Background: an optimization exercise with open tools, aiming at small area. Do not read the settings as production practice.
In this exercise RTL edits were held to simulation tests only and were not proved equivalent to the original.
Power and IR drop assume default switching activity.

==> inputs of branch xenon <==
Design dm_frame_reader, start of the top module:
module dm_frame_reader (
    input  wire        clk,
    input  wire        rst,             
    input  wire        cmd_valid,
    output wire        cmd_ready,
    input  wire [31:0] cmd_timeout_ms,
    output wire        rx_req,
    input  wire        rx_valid,
    input  wire        rx_tmo,
    input  wire [7:0]  rx_data,
    input  wire        tick_ms,
    output wire        busy,
    output wire [2:0]  res_code,
    output wire        rd_valid,
    output wire [15:0] r0,
    output wire [15:0] r1,
    output wire [15:0] r2,
    output wire [15:0] r3,
    output wire [15:0] r4,
    output wire [15:0] r5,
    output wire [15:0] r6,
    output wire [15:0] r7,
    output wire [15:0] r8,
    output wire [15:0] r9,
    output wire [15:0] r10,
    output wire [15:0] r11
);
==> module dm_frame_reader, before the edit <==
module dm_frame_reader (
    input  wire        clk,
    input  wire        rst,             
    input  wire        cmd_valid,
    output wire        cmd_ready,
    input  wire [31:0] cmd_timeout_ms,
    output wire        rx_req,
    input  wire        rx_valid,
    input  wire        rx_tmo,
    input  wire [7:0]  rx_data,
    input  wire        tick_ms,
    output wire        busy,
    output wire [2:0]  res_code,
    output wire        rd_valid,
    output wire [15:0] r0,
    output wire [15:0] r1,
    output wire [15:0] r2,
    output wire [15:0] r3,
    output wire [15:0] r4,
    output wire [15:0] r5,
    output wire [15:0] r6,
    output wire [15:0] r7,
    output wire [15:0] r8,
    output wire [15:0] r9,
    output wire [15:0] r10,
    output wire [15:0] r11
);
    localparam [2:0] RES_NONE        = 3'd0;
    localparam [2:0] RES_OK          = 3'd1;
    localparam [2:0] RES_TIMEOUT     = 3'd2;
    localparam [2:0] RES_UNSUPPORTED = 3'd3;
    localparam [2:0] RES_TRUNCATED   = 3'd4;
    localparam [2:0] RES_CSUM_BAD    = 3'd5;
    localparam [4:0] P_SEEK1 = 5'd4;
    localparam [4:0] P_SEEK2 = 5'd5;
    localparam [4:0] P_LENHI = 5'd6;
    localparam [4:0] P_LENLO = 5'd7;
    localparam [4:0] P_CKHI  = 5'd2;
    localparam [4:0] P_CKLO  = 5'd3;
    reg          act;        
    reg  [2:0]   result;
    reg  [4:0]   pos;
    reg  [12:0]  csum;       
    reg          flag;       
    reg          expd;       
    reg  [191:0] sr;         
    assign busy      = act;
    assign cmd_ready = ~act;
    assign rx_req    = act;
    assign res_code  = result;
    assign rd_valid  = (result == RES_OK);
    assign {r0, r1, r2, r3, r4, r5, r6, r7, r8, r9, r10, r11} = sr;
    wire        start  = ~act & cmd_valid;
    wire        sym    = act & rx_valid;
    wire        byte_v = sym & ~rx_tmo;
    wire        seek   = (pos[4:1] == 4'b0010);
    wire        seek2  = seek & pos[0];
    wire        shift  = byte_v & (pos[4] | pos[3]);
    wire        summed = ~(pos[4:3] == 2'b00 & (pos[2] ^ pos[1]));
    wire        is_42  = (rx_data == 8'h42);
    wire        is_4d  = (rx_data == 8'h4D);
    wire [31:0] rem     = sr[31:0];
    wire        rem_inf = &rem;
    wire        tick    = act & seek & tick_ms;
    wire [32:0] bz;                      
    assign bz[0] = 1'b1;
    wire        deadline = expd | (tick & bz[32]);
    reg  [2:0]  result_n;
    reg  [4:0]  pos_n;
    reg         act_n;
    always @(*) begin
        act_n    = act;
        result_n = result;
        pos_n    = pos;
        if (!act) begin
            if (cmd_valid) begin
                act_n    = 1'b1;
                result_n = RES_NONE;
                pos_n    = P_SEEK1;
            end
        end else if (sym) begin
            if (seek) begin
                if (seek2 && !rx_tmo && is_4d)
                    pos_n = P_LENHI;
                else if (deadline) begin
                    act_n    = 1'b0;
                    result_n = RES_TIMEOUT;
                end else if (!rx_tmo && is_42)
                    pos_n = P_SEEK2;
                else if (!rx_tmo)
                    pos_n = P_SEEK1;
            end else if (rx_tmo) begin
                act_n    = 1'b0;
                result_n = RES_TRUNCATED;
            end else if (pos == P_LENLO && !(flag && rx_data == 8'd28)) begin
                act_n    = 1'b0;
                result_n = RES_UNSUPPORTED;
            end else if (pos == P_CKLO) begin
                act_n    = 1'b0;
                result_n = (flag && rx_data == csum[7:0]) ? RES_OK : RES_CSUM_BAD;
            end else
                pos_n = pos + 5'd1;
        end
    end
    always @(posedge clk) begin
        if (rst) begin
            act    <= 1'b0;
            result <= RES_NONE;
        end else begin
            act    <= act_n;
            result <= result_n;
        end
        pos <= pos_n;
    end
    always @(posedge clk) begin
        if (byte_v) begin
            if (pos == P_LENHI)
                flag <= (rx_data == 8'd0);
            else if (pos == P_CKHI)
                flag <= (rx_data == {3'd0, csum[12:8]});
        end
    end
    always @(posedge clk) begin
        if (byte_v && seek2 && is_4d)
            csum <= 13'h8F;
        else if (byte_v && summed && !seek)
            csum <= csum + {5'd0, rx_data};
    end
    always @(posedge clk) begin
        if (!act)
            expd <= 1'b0;
        else if (tick && bz[32])
            expd <= 1'b1;
    end
    genvar g;
    generate
        for (g = 0; g < 32; g = g + 1) begin : g_rem
            assign bz[g+1] = bz[g] & ~rem[g];
            wire prev = (g < 8) ? rx_data[g % 8] : sr[(g < 8) ? 0 : g - 8];
            wire en   = start | shift | (tick & ~rem_inf & bz[g]);
            wire d    = start ? cmd_timeout_ms[g] : shift ? prev : ~rem[g];
            always @(posedge clk)
                if (en)
                    sr[g] <= d;
        end
    endgenerate
    always @(posedge clk) begin
        if (shift)
            sr[191:32] <= sr[183:24];
    end
endmodule
clock: 10.0 ns
lec_check: 0
cap_margin: 20
core_margin: 2
core_utilization: 65
slew_margin: 20
standard.sh (not shown) runs the stock make flow with config.mk's settings and CLKGATE_MAP_FILE= SYNTH_SCRIPT=/design/flow/synth_recipe.tcl, a recipe that flattens the netlist after the stock synthesis.
==> flow/flow/run.sh <==
#!/bin/bash
set -euo pipefail
bash standard.sh "BUFFER_PORTS_ARGS=-buffer_cell sky130_fd_sc_hd__buf_1" "CTS_ARGS=-sink_clustering_enable -repair_clock_nets -dont_use_dummy_load -buf_list sky130_fd_sc_hd__clkbuf_8 -sink_clustering_size 20 -sink_clustering_max_diameter 60" finish > flow_make.log 2>&1
==> inputs of branch zinc, as changes to branch xenon <==
==> flow/flow/run.sh (replaced) <==
#!/bin/bash
set -euo pipefail
bash standard.sh "BUFFER_PORTS_ARGS=-buffer_cell sky130_fd_sc_hd__buf_1" "CTS_ARGS=-sink_clustering_enable -repair_clock_nets -dont_use_dummy_load -buf_list sky130_fd_sc_hd__clkbuf_4 -sink_clustering_size 12 -sink_clustering_max_diameter 35" finish > flow_make.log 2>&1
--- a/flow/config.mk
+++ b/flow/config.mk
@@ -7,5 +7,5 @@
 export LEC_CHECK = 0
 export CAP_MARGIN = 20
 export CORE_MARGIN = 2
-export CORE_UTILIZATION = 65
+export CORE_UTILIZATION = 75
 export SLEW_MARGIN = 20
==> inputs of branch delta, as changes to branch xenon <==
--- a/flow/design.v
+++ b/flow/design.v
@@ -31,18 +31,18 @@
     localparam [2:0] RES_UNSUPPORTED = 3'd3;
     localparam [2:0] RES_TRUNCATED   = 3'd4;
     localparam [2:0] RES_CSUM_BAD    = 3'd5;
-    localparam [4:0] P_SEEK1 = 5'd4;
-    localparam [4:0] P_SEEK2 = 5'd5;
-    localparam [4:0] P_LENHI = 5'd6;
-    localparam [4:0] P_LENLO = 5'd7;
-    localparam [4:0] P_CKHI  = 5'd2;
-    localparam [4:0] P_CKLO  = 5'd3;
-    reg          act;        
-    reg  [2:0]   result;
-    reg  [4:0]   pos;
-    reg  [12:0]  csum;       
-    reg          flag;       
-    reg          expd;       
+    localparam [4:0] P_SEEK1 = 5'd30;
+    localparam [4:0] P_SEEK2 = 5'd31;
+    localparam [4:0] P_LENHI = 5'd0;
+    localparam [4:0] P_LENLO = 5'd1;
+    localparam [4:0] P_CKHI  = 5'd28;
+    localparam [4:0] P_CKLO  = 5'd29;
+    reg         act;         
+    reg  [2:0]  result;
+    reg  [4:0]  pos;
+    reg  [12:0] csum;
+    reg         flag;        
+    reg         expd;        
     reg  [191:0] sr;         
     assign busy      = act;
     assign cmd_ready = ~act;
@@ -50,21 +50,19 @@
     assign res_code  = result;
     assign rd_valid  = (result == RES_OK);
     assign {r0, r1, r2, r3, r4, r5, r6, r7, r8, r9, r10, r11} = sr;
-    wire        start  = ~act & cmd_valid;
     wire        sym    = act & rx_valid;
     wire        byte_v = sym & ~rx_tmo;
-    wire        seek   = (pos[4:1] == 4'b0010);
+    wire        seek   = pos[4] & pos[3] & pos[2] & pos[1];
     wire        seek2  = seek & pos[0];
-    wire        shift  = byte_v & (pos[4] | pos[3]);
-    wire        summed = ~(pos[4:3] == 2'b00 & (pos[2] ^ pos[1]));
+    wire [31:0] rem     = sr[31:0];
+    wire        rem_z   = (rem == 32'd0);
+    wire        rem_inf = (rem == 32'hFFFF_FFFF);
+    wire        tick    = act & seek & tick_ms;
+    wire        deadline = expd | (tick & rem_z);
     wire        is_42  = (rx_data == 8'h42);
     wire        is_4d  = (rx_data == 8'h4D);
-    wire [31:0] rem     = sr[31:0];
-    wire        rem_inf = &rem;
-    wire        tick    = act & seek & tick_ms;
-    wire [32:0] bz;                      
-    assign bz[0] = 1'b1;
-    wire        deadline = expd | (tick & bz[32]);
+    wire        in_pay = ~seek & (pos >= 5'd2) & (pos <= 5'd25);
+    wire        shift  = byte_v & in_pay;
     reg  [2:0]  result_n;
     reg  [4:0]  pos_n;
     reg         act_n;
@@ -113,7 +111,7 @@
         pos <= pos_n;
     end
     always @(posedge clk) begin
-        if (byte_v) begin
+        if (byte_v && !seek) begin
             if (pos == P_LENHI)
                 flag <= (rx_data == 8'd0);
             else if (pos == P_CKHI)
@@ -123,27 +121,23 @@
     always @(posedge clk) begin
         if (byte_v && seek2 && is_4d)
             csum <= 13'h8F;
-        else if (byte_v && summed && !seek)
+        else if (byte_v && !seek && pos < P_CKHI)
             csum <= csum + {5'd0, rx_data};
     end
     always @(posedge clk) begin
         if (!act)
             expd <= 1'b0;
-        else if (tick && bz[32])
+        else if (tick && rem_z)
             expd <= 1'b1;
     end
-    genvar g;
-    generate
-        for (g = 0; g < 32; g = g + 1) begin : g_rem
-            assign bz[g+1] = bz[g] & ~rem[g];
-            wire prev = (g < 8) ? rx_data[g % 8] : sr[(g < 8) ? 0 : g - 8];
-            wire en   = start | shift | (tick & ~rem_inf & bz[g]);
-            wire d    = start ? cmd_timeout_ms[g] : shift ? prev : ~rem[g];
-            always @(posedge clk)
-                if (en)
-                    sr[g] <= d;
-        end
-    endgenerate
+    always @(posedge clk) begin
+        if (!act && cmd_valid)
+            sr[31:0] <= cmd_timeout_ms;
+        else if (shift)
+            sr[31:0] <= {sr[23:0], rx_data};
+        else if (tick && !rem_inf)
+            sr[31:0] <= rem - 32'd1;
+    end
     always @(posedge clk) begin
         if (shift)
             sr[191:32] <= sr[183:24];
==> flow/flow/run.sh (replaced) <==
#!/bin/bash
set -euo pipefail
bash standard.sh "BUFFER_PORTS_ARGS=-buffer_cell sky130_fd_sc_hd__buf_1" finish > flow_make.log 2>&1
--- a/flow/config.mk
+++ b/flow/config.mk
@@ -7,5 +7,5 @@
 export LEC_CHECK = 0
 export CAP_MARGIN = 20
 export CORE_MARGIN = 2
-export CORE_UTILIZATION = 65
+export CORE_UTILIZATION = 40
 export SLEW_MARGIN = 20
==> notes <==
- First-iteration DRC count: branch zinc > branch xenon > branch delta.
- Setup slack: branch zinc > branch xenon > branch delta.
- In branch zinc the clock-buffer cell count is higher than in branch delta, by 1.
- Sequential cell count is the same in branch delta and branch xenon.
- In branch xenon the worst hold slack is better than in branch delta, by 0.023 ns.
- Maximum frequency: branch delta < branch xenon < branch zinc.
- Against branch delta, the combinational power of branch zinc is lower by about 3%.
- In branch delta the non-clock buffer count is higher than in branch zinc, by 3.
- Against branch delta, the routed wire length of branch xenon is lower by about 17%.
==> figures <==
| item | branch delta | branch zinc | branch xenon |
|---|---|---|---|
| Outcome | finished clean | finished clean | finished clean |
| Average routed wire per standard cell | 18.7 um | 21.1 um | 19.3 um |
| Final wirelength | 22.1 mm | 19.7 mm | 18.4 mm |
| Number of nets in the synthesized netlist | 697 | 617 | 617 |
| Via total after detailed routing | 6236 | 5994 | 5647 |
| Endpoint of the most critical register-to-register path | sr[35] | sr[40] | sr[180] |
| Slack of the critical path | 5.30 ns | 5.96 ns | 5.92 ns |
| Synthesized cell area | 8810 sq um | 8420 sq um | 8420 sq um |
| Arithmetic-cell share of the synthesized area counting full adders, half adders and majority gates | 2.36% | 2.02% | 2.02% |
| FF-to-FF Start | pos[2] | act | act |
| Net switching power | 0.551 mW | 0.456 mW | 0.439 mW |
| Shortest period the worst path allows | 4.70 ns | 4.04 ns | 4.08 ns |
| Logic inverters | 12 | 9 | 9 |
| Max-slew headroom | 29.9% | 32.2% | 45.5% |
| Routing usage on met2 | 29.1% | 51.1% | 44.8% |
| Multi-input logic cell count | 379 | 293 | 293 |
| Die area | 23200 sq um | 12100 sq um | 13900 sq um |
| Worst-Skew Late Latency | 0.52 ns | 0.65 ns | 0.49 ns |
| Power Internal | 1.60 mW | 1.27 mW | 1.27 mW |

-- port drivers added, routing unchanged --
How much do the figures lean on ideal ports? The routed layouts below were timed once more, with nothing changed but the port constraints. Step 1 assumes that a clkbuf_16 drives the clock port and a buf_2 every other input. Step 2 times the ports against the registers' clock, not the clock port: input delays grow and output delays shrink by t, the midpoint of the rising clock arrivals with the driver on. Three values: no drivers, after step 1, after step 2; two values: the first two.
| run | shift t [ns] | setup WS [ns] | slew at the worst register clock pin (ns) |
|---|---|---|---|
| branch xenon | 0.508 | 5.925 / 5.937 / 5.429 | 0.12 / 0.12 |
| branch zinc | 0.653 | 5.959 / 5.968 / 5.315 | 0.12 / 0.12 |
| branch delta | 0.553 | 5.302 / 5.326 / 4.773 | 0.06 / 0.06 |
After both steps every run listed still meets setup and hold. The setup slack of branch zinc, which loses most, moves by +0.009 ns with the drivers and by -0.644 ns with both steps.
